From an optimization exercise on the open Yosys and OpenROAD flow, aimed at small area, a short achievable clock period and few clock cycles per item; shortcuts taken in it are not production practice.
The RTL was checked by simulation tests, not by an equivalence proof against the original design.
Power and IR drop assume default switching activity.

--- flow/design.v ---
module auxf_framer (
    input  wire        clk,
    input  wire        rst,
    input  wire        op_valid,
    output wire        op_ready,
    input  wire [31:0] op_word,
    input  wire [31:0] op_now,
    input  wire        op_rx_pending,
    output reg         res_valid,
    output reg  [15:0] res_data,
    output wire        tx_valid,
    output wire [7:0]  tx_data,
    output wire        tx_last,
    input  wire        tx_ready,
    output wire        irq
);
    localparam [1:0] F_HUNT = 2'd0, F_RECV = 2'd1, F_PARSING = 2'd2;
    localparam [2:0] S_IDLE = 3'd0, S_CSUM = 3'd1, S_PFIN = 3'd2,
                     S_EFIN = 3'd3, S_SEND = 3'd4;
    localparam [3:0] OP_NOP = 4'h0, OP_RXB = 4'h1, OP_TICK = 4'h2,
                     OP_PARSE = 4'h3, OP_ENC = 4'h4, OP_TXSEND = 4'h5,
                     OP_RD = 4'h6, OP_WR = 4'h7, OP_CMDCLR = 4'h8,
                     OP_TXCLR = 4'h9, OP_RXCLR = 4'hA, OP_SRST = 4'hF;
    localparam EV_FRAME_OK = 0, EV_CSUM_ERR = 1, EV_OVERFLOW = 2,
               EV_RX_TIMEOUT = 3, EV_NOISE_FLUSH = 4, EV_NOISE_OVF = 5,
               EV_PING_RX = 6, EV_CHANGED = 7, EV_IGNORED = 8,
               EV_PONG_DROP = 9, EV_TX_DONE = 10, EV_OP_ERR = 11;
    localparam integer NF = 14;       
    localparam integer F_HSTAT = 11;  
    function integer fbyte(input integer f);
        case (f)
            0: fbyte = 12;  1: fbyte = 9;   2: fbyte = 9;   3: fbyte = 9;
            4: fbyte = 2;   5: fbyte = 4;   6: fbyte = 6;   7: fbyte = 7;
            8: fbyte = 7;   9: fbyte = 12;  10: fbyte = 12; 11: fbyte = 12;
            12: fbyte = 14; default: fbyte = 14;
        endcase
    endfunction
    function integer flo(input integer f);
        case (f)
            0: flo = 5;  1: flo = 5;  2: flo = 2;  3: flo = 3;
            4: flo = 0;  5: flo = 5;  6: flo = 5;  7: flo = 6;
            8: flo = 7;  9: flo = 2;  10: flo = 1; 11: flo = 0;
            12: flo = 4; default: flo = 3;
        endcase
    endfunction
    function integer fw(input integer f);
        case (f)
            1, 4, 5, 6: fw = 3;
            default:    fw = 1;
        endcase
    endfunction
    function [7:0] fmask(input integer f);
        fmask = (((8'd1 << fw(f)) - 8'd1) << flo(f));
    endfunction
    reg [1:0]   fstate;
    reg [271:0] rxbuf;           
    reg [5:0]   rx_count;
    reg [31:0]  rx_start;
    reg [31:0]  rx_done;
    reg         retained;
    reg [5:0]   noise_last;
    reg [271:0] txbuf;
    reg [5:0]   tx_count;
    reg [11:0]  status;
    reg [11:0]  irq_en;
    reg [15:0]  last_tx_csum;
    reg [3:0]   parse_result;
    reg [15:0]  ac_tt;
    reg [15:0]  ac_amb;
    reg [15:0]  ac_out;
    reg [8*NF-1:0] ac_raw;       
    reg         small_valid;
    reg         big_valid;
    reg [103:0] last_small;      
    reg [15:0]  cmd_tt;
    reg [NF-1:0]   cmd_vld;
    reg [8*NF-1:0] cmd_val;
    reg [2:0]  state;
    reg        cs_tx;            
    reg [5:0]  cs_n;             
    reg [3:0]  cs_k;             
    reg [19:0] cs_acc;
    reg [5:0]  send_idx;
    assign op_ready = (state == S_IDLE);
    assign irq      = |(status & irq_en);
    assign tx_valid = (state == S_SEND);
    assign tx_data  = txbuf[8*send_idx +: 8];
    assign tx_last  = (state == S_SEND) && (send_idx == tx_count - 6'd1);
    wire [3:0]  opc   = op_word[31:28];
    wire [3:0]  sub   = op_word[27:24];
    wire [7:0]  addr  = op_word[23:16];
    wire [15:0] data  = op_word[15:0];
    reg legal;
    always @* begin
        case (opc)
            OP_NOP, OP_TICK, OP_PARSE, OP_TXSEND, OP_CMDCLR, OP_TXCLR,
            OP_RXCLR, OP_SRST: legal = (op_word[27:0] == 28'd0);
            OP_RXB:            legal = (op_word[27:8] == 20'd0);
            OP_ENC:            legal = (sub <= 4'd3) && (op_word[23:0] == 24'd0);
            OP_RD:             legal = (sub == 4'd0) && (data == 16'd0);
            OP_WR:             legal = (sub == 4'd0);
            default:           legal = 1'b0;
        endcase
    end
    function rd_ok(input [7:0] a);
        rd_ok = (a <= 8'h0B) ||
                (a >= 8'h10 && a <= 8'h20) ||
                (a == 8'h30) ||
                (a >= 8'h33 && a <= 8'h3D) || (a == 8'h3F) || (a == 8'h40) ||
                (a >= 8'h60 && a <= 8'h6C) ||
                (a >= 8'h80 && a <= 8'hA1) ||
                (a >= 8'hC0 && a <= 8'hE1);
    endfunction
    function wr_ok(input [7:0] a);
        wr_ok = (a == 8'h00) || (a == 8'h01) || (a == 8'h30) ||
                (a >= 8'h33 && a <= 8'h3D) || (a == 8'h3F) || (a == 8'h40);
    endfunction
    wire hdr_avail = (rx_count >= 6'd8) && ((fstate != F_HUNT) || retained);
    wire [15:0] lstate = {9'd0, (tx_count != 6'd0), big_valid, small_valid,
                          retained, hdr_avail, fstate};
    reg [15:0] rd_val;
    reg [7:0]  rd_idx;
    always @* begin
        rd_val = 16'd0;
        rd_idx = 8'd0;
        case (addr)
            8'h00: rd_val = {4'd0, status};
            8'h01: rd_val = {4'd0, irq_en};
            8'h02: rd_val = lstate;
            8'h03: rd_val = {10'd0, rx_count};
            8'h04: rd_val = {10'd0, noise_last};
            8'h05: rd_val = {10'd0, tx_count};
            8'h06: rd_val = last_tx_csum;
            8'h07: rd_val = {12'd0, parse_result};
            8'h08: rd_val = rx_start[15:0];
            8'h09: rd_val = rx_start[31:16];
            8'h0A: rd_val = rx_done[15:0];
            8'h0B: rd_val = rx_done[31:16];
            8'h10: rd_val = ac_tt;
            8'h11: rd_val = ac_amb;
            8'h12: rd_val = ac_out;
            8'h30: rd_val = cmd_tt;
            default: begin
                if (addr >= 8'h13 && addr <= 8'h20) begin
                    rd_idx = addr - 8'h13;
                    rd_val = {8'd0, ac_raw[8*rd_idx +: 8]};
                end else if (addr >= 8'h33 && addr <= 8'h40) begin
                    rd_idx = addr - 8'h33;
                    rd_val = {cmd_vld[rd_idx[3:0]], 7'd0, cmd_val[8*rd_idx +: 8]};
                end else if (addr >= 8'h60 && addr <= 8'h6C) begin
                    rd_idx = addr - 8'h60;
                    rd_val = {8'd0, last_small[8*rd_idx +: 8]};
                end else if (addr >= 8'h80 && addr <= 8'hA1) begin
                    rd_idx = addr - 8'h80;
                    rd_val = {8'd0, rxbuf[8*rd_idx +: 8]};
                end else if (addr >= 8'hC0 && addr <= 8'hE1) begin
                    rd_idx = addr - 8'hC0;
                    rd_val = {8'd0, txbuf[8*rd_idx +: 8]};
                end
            end
        endcase
    end
    reg [119:0] setc_body;       
    reg [14:0]  setc_t;
    reg [14:0]  setc_i;
    reg         setc_h;
    integer     e;
    always @* begin
        setc_body = {last_small, 8'h01, 8'h01};
        for (e = 0; e < NF; e = e + 1) begin
            if (e != F_HSTAT && cmd_vld[e])
                setc_body[8*fbyte(e) +: 8] =
                    (setc_body[8*fbyte(e) +: 8] & ~fmask(e)) |
                    ((cmd_val[8*e +: 8] << flo(e)) & fmask(e));
        end
        setc_t = cmd_tt[14:0];
        if (setc_t < 15'd160) setc_t = 15'd160;
        if (setc_t > 15'd320) setc_t = 15'd320;
        setc_i = setc_t / 15'd10;
        setc_h = (setc_t % 15'd10) >= 15'd5;
        if (cmd_tt[15]) begin
            setc_body[8*2 + 3 +: 5] = setc_i[4:0] - 5'd8;
            setc_body[8*5 + 7]      = setc_h;
        end
    end
    wire [271:0] cs_buf = cs_tx ? txbuf : rxbuf;
    wire [5:0]   cs_b0  = {1'b0, cs_k, 1'b0};
    wire [5:0]   cs_b1  = {1'b0, cs_k, 1'b1};
    wire [7:0]   cs_hi  = cs_buf[8*cs_b0 +: 8];
    wire [7:0]   cs_lo  = (cs_b1 < cs_n) ? cs_buf[8*cs_b1 +: 8] : 8'h00;
    wire [19:0]  cs_sum = cs_acc + {4'd0, cs_hi, cs_lo};
    wire [16:0]  cs_fold = {13'd0, cs_acc[19:16]} + {1'b0, cs_acc[15:0]};
    wire [15:0]  cs_c   = ~cs_fold[15:0];
    wire [7:0] rx_type = rxbuf[8*2 +: 8];
    wire [7:0] rx_len  = rxbuf[8*6 +: 8];
    wire [7:0] rx_echo = rxbuf[8*9 +: 8];
    wire [191:0] rx_body = rxbuf[8*8 +: 192];   
    wire [7:0] body2  = rx_body[8*2 +: 8];
    wire [7:0] body3  = rx_body[8*3 +: 8];
    wire [7:0] body5  = rx_body[8*5 +: 8];
    wire [7:0] body23 = rx_body[8*23 +: 8];
    wire [15:0] new_tt = ({11'd0, body2[7:3]} + 16'd8) * 16'd10 +
                         (body5[7] ? 16'd5 : 16'd0);
    reg  [8*NF-1:0] new_raw;
    integer g;
    always @* begin
        for (g = 0; g < NF; g = g + 1)
            new_raw[8*g +: 8] = (rx_body[8*fbyte(g) +: 8] & fmask(g)) >> flo(g);
    end
    wire [15:0] new_amb = ({8'd0, body3} - 16'd32) * 16'd10 + {8'd0, body23};
    wire [15:0] new_out = ({8'd0, body5} - 16'd32) * 16'd10;
    localparam [271:0] PONG_FRAME = {
        128'd0,
        8'h1E, 8'h58, 8'h00, 8'h00, 8'h00, 8'h00, 8'h00, 8'h00, 8'h27, 8'h1C,
        8'h00, 8'h08, 8'h00, 8'h01, 8'h80, 8'h01, 8'h00, 8'hBB};
    localparam [271:0] REQS_FRAME = {
        176'd0,
        8'h2B, 8'h7E, 8'h01, 8'h11,
        8'h00, 8'h02, 8'h00, 8'h00, 8'h80, 8'h06, 8'h00, 8'hBB};
    localparam [271:0] REQB_FRAME = {
        176'd0,
        8'h1B, 8'h7E, 8'h01, 8'h21,
        8'h00, 8'h02, 8'h00, 8'h00, 8'h80, 8'h06, 8'h00, 8'hBB};
    localparam [271:0] TX_EMPTY = {
        240'd0, 8'h80, 8'h00, 8'h00, 8'hBB};
    reg [271:0] w_buf;
    reg [5:0]   w_cnt;
    reg [1:0]   w_fs;
    reg         w_ret;
    reg [11:0]  w_set;
    reg [3:0]   w_code;
    reg         w_changed;
    reg         w_timed;
    integer     f;
    task reset_all;
        begin
            state        <= S_IDLE;
            res_valid    <= 1'b0;
            res_data     <= 16'd0;
            fstate       <= F_HUNT;
            rxbuf        <= 272'd0;
            rx_count     <= 6'd0;
            rx_start     <= 32'd0;
            rx_done      <= 32'd0;
            retained     <= 1'b0;
            noise_last   <= 6'd0;
            txbuf        <= TX_EMPTY;
            tx_count     <= 6'd0;
            status       <= 12'd0;
            irq_en       <= 12'd0;
            last_tx_csum <= 16'd0;
            parse_result <= 4'd0;
            ac_tt        <= 16'd0;
            ac_amb       <= 16'd0;
            ac_out       <= 16'd0;
            ac_raw       <= {8*NF{1'b0}};
            small_valid  <= 1'b0;
            big_valid    <= 1'b0;
            last_small   <= 104'd0;
            cmd_tt       <= 16'd0;
            cmd_vld      <= {NF{1'b0}};
            cmd_val      <= {8*NF{1'b0}};
            cs_tx        <= 1'b0;
            cs_n         <= 6'd0;
            cs_k         <= 4'd0;
            cs_acc       <= 20'd0;
            send_idx     <= 6'd0;
        end
    endtask
    task finish(input [15:0] r);
        begin
            res_valid <= 1'b1;
            res_data  <= r;
        end
    endtask
    always @(posedge clk) begin
        if (rst) begin
            reset_all;
        end else begin
            res_valid <= 1'b0;
            case (state)
            S_IDLE: if (op_valid) begin
                if (!legal) begin
                    status[EV_OP_ERR] <= 1'b1;
                    finish(16'hFFFF);
                end else begin
                    case (opc)
                    OP_NOP: finish(16'h0000);
                    OP_RXB: begin
                        if (fstate == F_PARSING) begin
                            finish(16'h0000);
                        end else begin
                            w_buf   = rxbuf;
                            w_cnt   = rx_count;
                            w_fs    = fstate;
                            w_ret   = retained;
                            w_set   = 12'd0;
                            w_timed = (fstate == F_RECV) &&
                                      ((op_now - rx_start) > 32'd150);
                            if (w_timed) begin
                                w_set[EV_RX_TIMEOUT] = 1'b1;
                                w_buf = 272'd0;
                                w_cnt = 6'd0;
                                w_ret = 1'b0;
                                w_fs  = F_HUNT;
                            end
                            if (w_fs == F_HUNT) begin
                                if (w_ret) begin
                                    w_buf = 272'd0;
                                    w_cnt = 6'd0;
                                    w_ret = 1'b0;
                                end
                                if (data[7:0] == 8'hBB) begin
                                    if (w_cnt != 6'd0) begin
                                        noise_last <= w_cnt;
                                        w_set[EV_NOISE_FLUSH] = 1'b1;
                                    end
                                    w_buf = 272'd0;
                                    w_buf[7:0] = 8'hBB;
                                    w_cnt = 6'd1;
                                    rx_start <= op_now;
                                    w_fs = F_RECV;
                                end else begin
                                    w_buf[8*w_cnt +: 8] = data[7:0];
                                    w_cnt = w_cnt + 6'd1;
                                    if (w_cnt == 6'd34) begin
                                        noise_last <= 6'd34;
                                        w_set[EV_NOISE_OVF] = 1'b1;
                                        w_buf = 272'd0;
                                        w_cnt = 6'd0;
                                    end
                                end
                            end else begin
                                w_buf[8*w_cnt +: 8] = data[7:0];
                                w_cnt = w_cnt + 6'd1;
                                if (w_cnt >= 6'd8 &&
                                    {3'd0, w_cnt} == {1'b0, w_buf[8*6 +: 8]} + 9'd10) begin
                                    w_fs = F_PARSING;
                                    rx_done <= op_now;
                                end else if (w_cnt == 6'd34) begin
                                    w_set[EV_OVERFLOW] = 1'b1;
                                    w_buf = 272'd0;
                                    w_cnt = 6'd0;
                                    w_fs  = F_HUNT;
                                end
                            end
                            rxbuf    <= w_buf;
                            rx_count <= w_cnt;
                            fstate   <= w_fs;
                            retained <= w_ret;
                            status   <= status | w_set;
                            finish(16'h0001);
                        end
                    end
                    OP_TICK: begin
                        if (fstate == F_RECV && (op_now - rx_start) > 32'd150) begin
                            status[EV_RX_TIMEOUT] <= 1'b1;
                            rxbuf    <= 272'd0;
                            rx_count <= 6'd0;
                            retained <= 1'b0;
                            fstate   <= F_HUNT;
                        end
                        finish(16'h0000);
                    end
                    OP_PARSE: begin
                        if (fstate != F_PARSING) begin
                            status[EV_OP_ERR] <= 1'b1;
                            finish(16'hFFFF);
                        end else begin
                            cs_tx  <= 1'b0;
                            cs_n   <= 6'd8 + rx_len[5:0];
                            cs_k   <= 4'd0;
                            cs_acc <= 20'd0;
                            state  <= S_CSUM;
                        end
                    end
                    OP_ENC: begin
                        if (tx_count != 6'd0) begin
                            status[EV_OP_ERR] <= 1'b1;
                            finish(16'hFFFF);
                        end else begin
                            case (sub[1:0])
                            2'd0: begin
                                txbuf    <= PONG_FRAME;
                                tx_count <= 6'd18;
                                finish(16'h0001);
                            end
                            2'd1: begin
                                txbuf    <= REQS_FRAME;
                                tx_count <= 6'd12;
                                finish(16'h0001);
                            end
                            2'd2: begin
                                txbuf    <= REQB_FRAME;
                                tx_count <= 6'd12;
                                finish(16'h0001);
                            end
                            default: begin
                                if (!small_valid) begin
                                    status[EV_OP_ERR] <= 1'b1;
                                    finish(16'hFFFF);
                                end else begin
                                    txbuf <= {88'd0, setc_body,
                                              8'h00, 8'd15, 8'h00, 8'h00,
                                              8'h80, 8'h06, 8'h00, 8'hBB};
                                    cs_tx  <= 1'b1;
                                    cs_n   <= 6'd23;
                                    cs_k   <= 4'd0;
                                    cs_acc <= 20'd0;
                                    state  <= S_CSUM;
                                end
                            end
                            endcase
                        end
                    end
                    OP_TXSEND: begin
                        if (tx_count == 6'd0 || fstate != F_HUNT || op_rx_pending) begin
                            finish(16'h0000);
                        end else begin
                            send_idx <= 6'd0;
                            state    <= S_SEND;
                        end
                    end
                    OP_RD: begin
                        if (!rd_ok(addr)) begin
                            status[EV_OP_ERR] <= 1'b1;
                            finish(16'hFFFF);
                        end else begin
                            finish(rd_val);
                        end
                    end
                    OP_WR: begin
                        if (!wr_ok(addr)) begin
                            status[EV_OP_ERR] <= 1'b1;
                            finish(16'hFFFF);
                        end else begin
                            case (addr)
                            8'h00: status <= status & ~data[11:0];
                            8'h01: irq_en <= data[11:0];
                            8'h30: cmd_tt <= data;
                            default: begin
                                for (f = 0; f < NF; f = f + 1) begin
                                    if (addr == 8'h33 + f[7:0]) begin
                                        cmd_vld[f] <= data[15];
                                        cmd_val[8*f +: 8] <= data[7:0] & fmask(f);
                                    end
                                end
                            end
                            endcase
                            finish(16'h0000);
                        end
                    end
                    OP_CMDCLR: begin
                        cmd_tt  <= 16'd0;
                        cmd_vld <= {NF{1'b0}};
                        cmd_val <= {8*NF{1'b0}};
                        finish(16'h0000);
                    end
                    OP_TXCLR: begin
                        txbuf    <= TX_EMPTY;
                        tx_count <= 6'd0;
                        finish(16'h0000);
                    end
                    OP_RXCLR: begin
                        rxbuf    <= 272'd0;
                        rx_count <= 6'd0;
                        retained <= 1'b0;
                        fstate   <= F_HUNT;
                        finish(16'h0000);
                    end
                    default: begin  
                        reset_all;
                        finish(16'h0000);
                    end
                    endcase
                end
            end
            S_CSUM: begin
                cs_acc <= cs_sum;
                cs_k   <= cs_k + 4'd1;
                if (cs_b1 + 6'd1 >= cs_n)
                    state <= cs_tx ? S_EFIN : S_PFIN;
            end
            S_EFIN: begin
                txbuf[8*23 +: 8] <= cs_c[7:0];
                txbuf[8*24 +: 8] <= cs_c[15:8];
                tx_count <= 6'd25;
                state    <= S_IDLE;
                finish(16'h0001);
            end
            S_PFIN: begin
                state <= S_IDLE;
                if (rxbuf[8*(8+rx_len[5:0]) +: 8] != cs_c[7:0] ||
                    rxbuf[8*(9+rx_len[5:0]) +: 8] != cs_c[15:8]) begin
                    status[EV_CSUM_ERR] <= 1'b1;
                    parse_result <= 4'd1;
                    rxbuf    <= 272'd0;
                    rx_count <= 6'd0;
                    retained <= 1'b0;
                    fstate   <= F_HUNT;
                    finish(16'h0001);
                end else begin
                    w_set = 12'd0;
                    w_set[EV_FRAME_OK] = 1'b1;
                    w_code = 4'd9;
                    case (rx_type)
                    8'h01: begin
                        w_code = 4'd2;
                        w_set[EV_PING_RX] = 1'b1;
                        if (tx_count == 6'd0) begin
                            txbuf    <= PONG_FRAME;
                            tx_count <= 6'd18;
                        end else begin
                            w_set[EV_PONG_DROP] = 1'b1;
                        end
                    end
                    8'h06: w_code = 4'd3;
                    8'h07: begin
                        if (rx_len < 8'd2) begin
                            w_code = 4'd8;
                        end else if (rx_echo == 8'h11) begin
                            if (rx_len < 8'd15) begin
                                w_code = 4'd8;
                            end else begin
                                w_code = 4'd4;
                                w_changed = !small_valid || (new_tt != ac_tt);
                                for (f = 0; f < NF; f = f + 1)
                                    if (new_raw[8*f +: 8] != ac_raw[8*f +: 8])
                                        w_changed = 1'b1;
                                ac_tt       <= new_tt;
                                ac_raw      <= new_raw;
                                last_small  <= rxbuf[8*10 +: 104];
                                small_valid <= 1'b1;
                                if (w_changed) w_set[EV_CHANGED] = 1'b1;
                            end
                        end else if (rx_echo == 8'h21 || rx_echo == 8'h2C) begin
                            if (rx_len < 8'd24) begin
                                w_code = 4'd8;
                            end else begin
                                w_code = 4'd5;
                                w_changed = !big_valid || (new_amb != ac_amb) ||
                                            (new_out != ac_out);
                                ac_amb    <= new_amb;
                                ac_out    <= new_out;
                                big_valid <= 1'b1;
                                if (w_changed) w_set[EV_CHANGED] = 1'b1;
                            end
                        end else if (rx_echo == 8'h01) begin
                            w_code = 4'd6;
                        end else begin
                            w_code = 4'd7;
                        end
                    end
                    default: w_code = 4'd9;
                    endcase
                    if (w_code == 4'd3 || w_code >= 4'd6)
                        w_set[EV_IGNORED] = 1'b1;
                    status       <= status | w_set;
                    parse_result <= w_code;
                    retained     <= 1'b1;
                    fstate       <= F_HUNT;
                    finish({12'd0, w_code});
                end
            end
            S_SEND: if (tx_ready) begin
                if (send_idx == tx_count - 6'd1) begin
                    last_tx_csum <= {txbuf[8*send_idx +: 8],
                                     txbuf[8*(send_idx - 6'd1) +: 8]};
                    status[EV_TX_DONE] <= 1'b1;
                    txbuf    <= TX_EMPTY;
                    tx_count <= 6'd0;
                    state    <= S_IDLE;
                    finish(16'h0001);
                end else begin
                    send_idx <= send_idx + 6'd1;
                end
            end
            default: state <= S_IDLE;
            endcase
        end
    end
endmodule
--- flow/run.sh ---
#!/bin/bash
# synth_recipe.tcl (not shown) runs the flow's synth.tcl, then flattens the netlist and writes it again
# the make line also repeats each setting of config.mk as NAME=value (left out here)
make -C /OpenROAD-flow-scripts/flow DESIGN_CONFIG=/design/flow/config.mk WORK_HOME=/design/flow/orfs CLKGATE_MAP_FILE= SYNTH_SCRIPT=/design/flow/synth_recipe.tcl finish
--- flow/config.mk ---
export PLATFORM = sky130hd
export DESIGN_NAME = auxf_framer
export DESIGN_NICKNAME = auxf_framer
export VERILOG_FILES = /design/flow/design.v
export SDC_FILE = /design/flow/constraint.sdc
export NUM_CORES = 4
export LEC_CHECK = 0
export CAP_MARGIN = 20
export CORE_MARGIN = 2
export CORE_UTILIZATION = 30
export SLEW_MARGIN = 20
--- flow/constraint.sdc ---
create_clock -name core_clock -period 12.0 [get_ports {clk}]
set_input_delay 2.4000 -clock core_clock [delete_from_list [all_inputs] [get_ports {clk}]]
set_output_delay 2.4000 -clock core_clock [all_outputs]
set_load 0.01 [all_outputs]
==> results.txt <==
* Status: timing/DRC/antenna clean
* Leak pwr at 0.0223 uW
* Chip width at between 400 and 500 um
* Hold buffers post-CTS at 0
* Port bufs at 97
* Ys Warns at 1
* Largest cells by area after synthesis: dfxtp_1 26%, mux4_2 13%, a21oi_1 5.5%, mux2i_1 4.9%, nor2_1 4.1%
* Sequential power share at 0.417
* FP Rows at about 160
* WS Path Type: primary input to register
* Delay-heaviest family, CP: compound AO/OA/AOI/OAI gates
* First-pass GRT wire length at 466000 um
* Layout Skew at 45.6 ps
* Synth async-reset ratio at 0
* Number of global-route vias before repair at between 50000 and 60000
* Final Hold Fails at 0
* Switching power at 1700 uW
* Setup bufs post-CTS at 0
* Worst hold path type: register to register
* Final worst-path cycle share at 0.927
* Sequential share of the synthesized area at 0.260
* All-Layer GR Usage at 0.314
* Critical path data required time at between 10000 and 15000 ps
* Buf/Inv on CP at 5
* Cell area power density at 92.8 nW/um^2
* Number of CTS-inserted buffers at 98
* Overall die area at 205000 um^2
* Syn Area/Cell at ~8.3 um^2
* Grt ovf at 0
* Commonest non-fill, non-tap cell in the layout: dfxtp_1
* H-tree levels at 3
* Fin crit period at 11130 ps
* CTS clk-pin slew, worst paths at 60 ps
* Critical Path Fanout Max at 14
* Worst path max stage delay at a little over 900 ps
* Io pins at 98
* Synthesized area at 60300 um^2
* Final #Nets at 7172
* GPL Wtd Cong at about 1.1
* CTS sink count at 782
* Startpoint class of the critical path: primary input
* Initial Util at 0.302
* VDD IR max at 106 uV
* Slowest CP cell: a211oi_4
* Relative slew slack at 0.0808
* Initial antenna violation count at 29
* Cell taking the most area after synthesis: dfxtp_1
* Final setup TNS at 0 ps
* Synth Flop Type: dfxtp_1
* Fillers at 20600
* Post-synthesis register bit count at 782
* Setup violators final at 0
* Power Internal at between 4000 and 5000 uW
* Chip Height at 452 um
* WP data arrival at between 10000 and 15000 ps
* Net Count, Synth at 7441
* Max Cap Viol at 0
* Max clock buf depth at 3
* Largest net degree at the start of global routing at 200
* CP Capture Type: register
* Final Routed Wirelength at ~330000 um
* Post-synth EDFFs at 0
* Initial DRC Count at 10700
* Achievable frequency at between 80 and 90 MHz
* ANT nets after route at 0
* Worst skew pair latency at 820 ps
* Unrepaired setup endpoints after global routing: false
* Worst path most repeated cell: ha_1
* Top cell type's share of synthesized area at 0.260
* Post-CTS resize count at 0
* Cells after Synth at 7222
* Vias post-DR at 65600
* Slew @ Worst Pin at around 1400 ps
* Core Region at 200000 um^2
* Most frequent cells in the layout: 774 x dfxtp_1, 661 x a21oi_1, 643 x nor2_1
* Clock power frac at 0.513
* Synth-to-Final Area Change at 11.6%
* Via-per-instance ratio at around 6.8
* Fraction of layout cells with a size suffix above 1 at 0.137
* Wirelength per Cell at 34.5 um
* Post-DP HPWL at 240000 um
* Power share of the combinational group at 0.071
* Remaining DRCs at 0
* Unique cell type count in the Yosys netlist at 101
* Clock Tree Root: clkbuf_16
* Sw frac at 0.273
* CTS tree: yes
* Total power at 6250 uW
* Initial DRT Pass Iterations at 7
* Pins Over Slew Limit at 0
-- worst reg2reg max path, delay by kind of cell, from the launching register on --
family,cells,cell delay [ps]
AO/OA/AOI/OAI,14,5310
AND/OR/NAND/NOR,9,1780
adder cells (fa/ha/maj),4,1160
flip-flops,1,440
buffers and inverters,3,440
XOR/XNOR,1,210
-- synthesized netlist by cell type, drive strengths merged (38+ instances only) --
cell type  number
a211oi        106
a21o           81
a21oi         665
a221oi         66
a22o          147
a22oi         203
a31oi          76
a32oi          47
and2           38
and3           38
buf           146
clkbuf        541
dfxtp         782
ha            143
inv           140
mux2           93
mux2i         294
mux4          360
nand2         621
nand2b         40
nand3         324
nand4          50
nor2          653
nor2b          48
nor3          151
nor4           65
o211ai        139
o21ai         410
o22ai          52
o31ai          56
xnor2         110
xor2           70
-- through the flow --
stage                     hold WS [ps]  area, um^2  setup WS (ps)   util  instances
final                              453       67300            873  0.337       9706
after global routing               470       67300            344  0.337       9691
after floorplan                    431       60300           1580      -       7222
after global placement             442       63800            521  0.319       9504
after detailed placement           447       63800            461  0.320       9506
after CTS                          455       67200           1230  0.336       9684
-- routing by layer --
layer | part of all wire | track usage | vias up
met3 | 0.13 | 0.111 | 1199
met5 | 0.00053 | 0 | -
li1 | - | - | 27000
met4 | 0.094 | 0.237 | 24
met1 | 0.37 | 0.388 | 32200
met2 | 0.41 | 0.446 | 5206
-- power by group through the flow --
stage	logic (uW)	clock network [uW]	registers, uW
finish	442	3200	2600
global route	453	3300	2600
CTS	423	3190	2600
detailed placement	421	0	2660
global placement	423	0	2660
floorplan	234	0	2660
-- flip-flops by register name (all words and copies together), names as in the netlist, 5 cells and up --
signal and count:
cmd_vld 14, last_small 104, ac_out 15, txbuf 127
rx_done 32, rx_start 32, cmd_tt 16, cs_acc 20
ac_tt 9, cs_n 6, status 12, res_data 16
cmd_val 22, rxbuf 272, irq_en 12, send_idx 6
noise_last 6, rx_count 6, ac_amb 16, tx_count 5
last_tx_csum 16
-- layout make-up --
cell class	count	area [um^2]	share of cell area
clock inverter	47	607	0.00902
sequential	782	15700	0.233
antenna	19	47.5	0.000706
timing repair buffer	318	2720	0.0404
multi-input combinational	5608	41700	0.619
inverter	145	544	0.00809
tap	2656	3320	0.0494
clock buffer	131	2740	0.0407
-- logic make-up (layout without fill, tap and decap cells) --
family          after synthesis  after routing  share of synthesized area
mux                         747            747                      0.201
flops                       782            782                      0.260
compound gates             2381           2381                      0.264
buf+inv                     832            641                     0.0539
other cells                   0             19                          0
simple gates               2150           2150                      0.164
fa+ha+maj                   150            150                     0.0320
xor+xnor                    180            180                     0.0261
-- final timing paths --
check / from / slack, ps / cells after the start / end
hold reg to reg: res_data[7]$_SDFFE_PP0P_ / 450 / 2 / res_data[7]$_SDFFE_PP0P_
hold / removal: res_data[7]$_SDFFE_PP0P_ / 450 / 2 / res_data[7]$_SDFFE_PP0P_
setup / recovery: op_now[0] / 870 / 33 / rxbuf[123]$_SDFFE_PP0P_
setup reg to reg: rx_start[0]$_SDFFE_PP0P_ / 2510 / 31 / rxbuf[123]$_SDFFE_PP0P_
Testbench counts, summed over its fixed seeds: cycles 95,355, ops 64,137.

afterwards: timing with drivers on the ports:
How much do the figures lean on ideal ports? The routed layout below was timed once more, with nothing changed but the port constraints. Step 1 (the two cells are an assumption about what drives the block):
set clk [get_ports {clk}]
set_driving_cell -lib_cell sky130_fd_sc_hd__clkbuf_16 $clk
set_driving_cell -lib_cell sky130_fd_sc_hd__buf_2 [delete_from_list [all_inputs] $clk]
Step 2 adds t to the input delays and takes it off the output delays; t is the mean of the earliest and latest rising clock arrival at the registers after step 1. Input paths then give back, and output paths get back, about the clock's delay inside the block. a / b / c = ideal / step 1 / step 2; a / b = the first two.
t, ns: 0.893
setup WS [ns]: 0.873 / 0.947 / 0.053
latest minus earliest clock arrival (ns): 0.045 / 0.045
slew at the worst register clock pin (ns): 0.07 / 0.07
After both steps setup and hold are still met in this run. For this run, drivers alone change the setup slack by +0.074 ns; drivers and shift together by -0.820 ns.
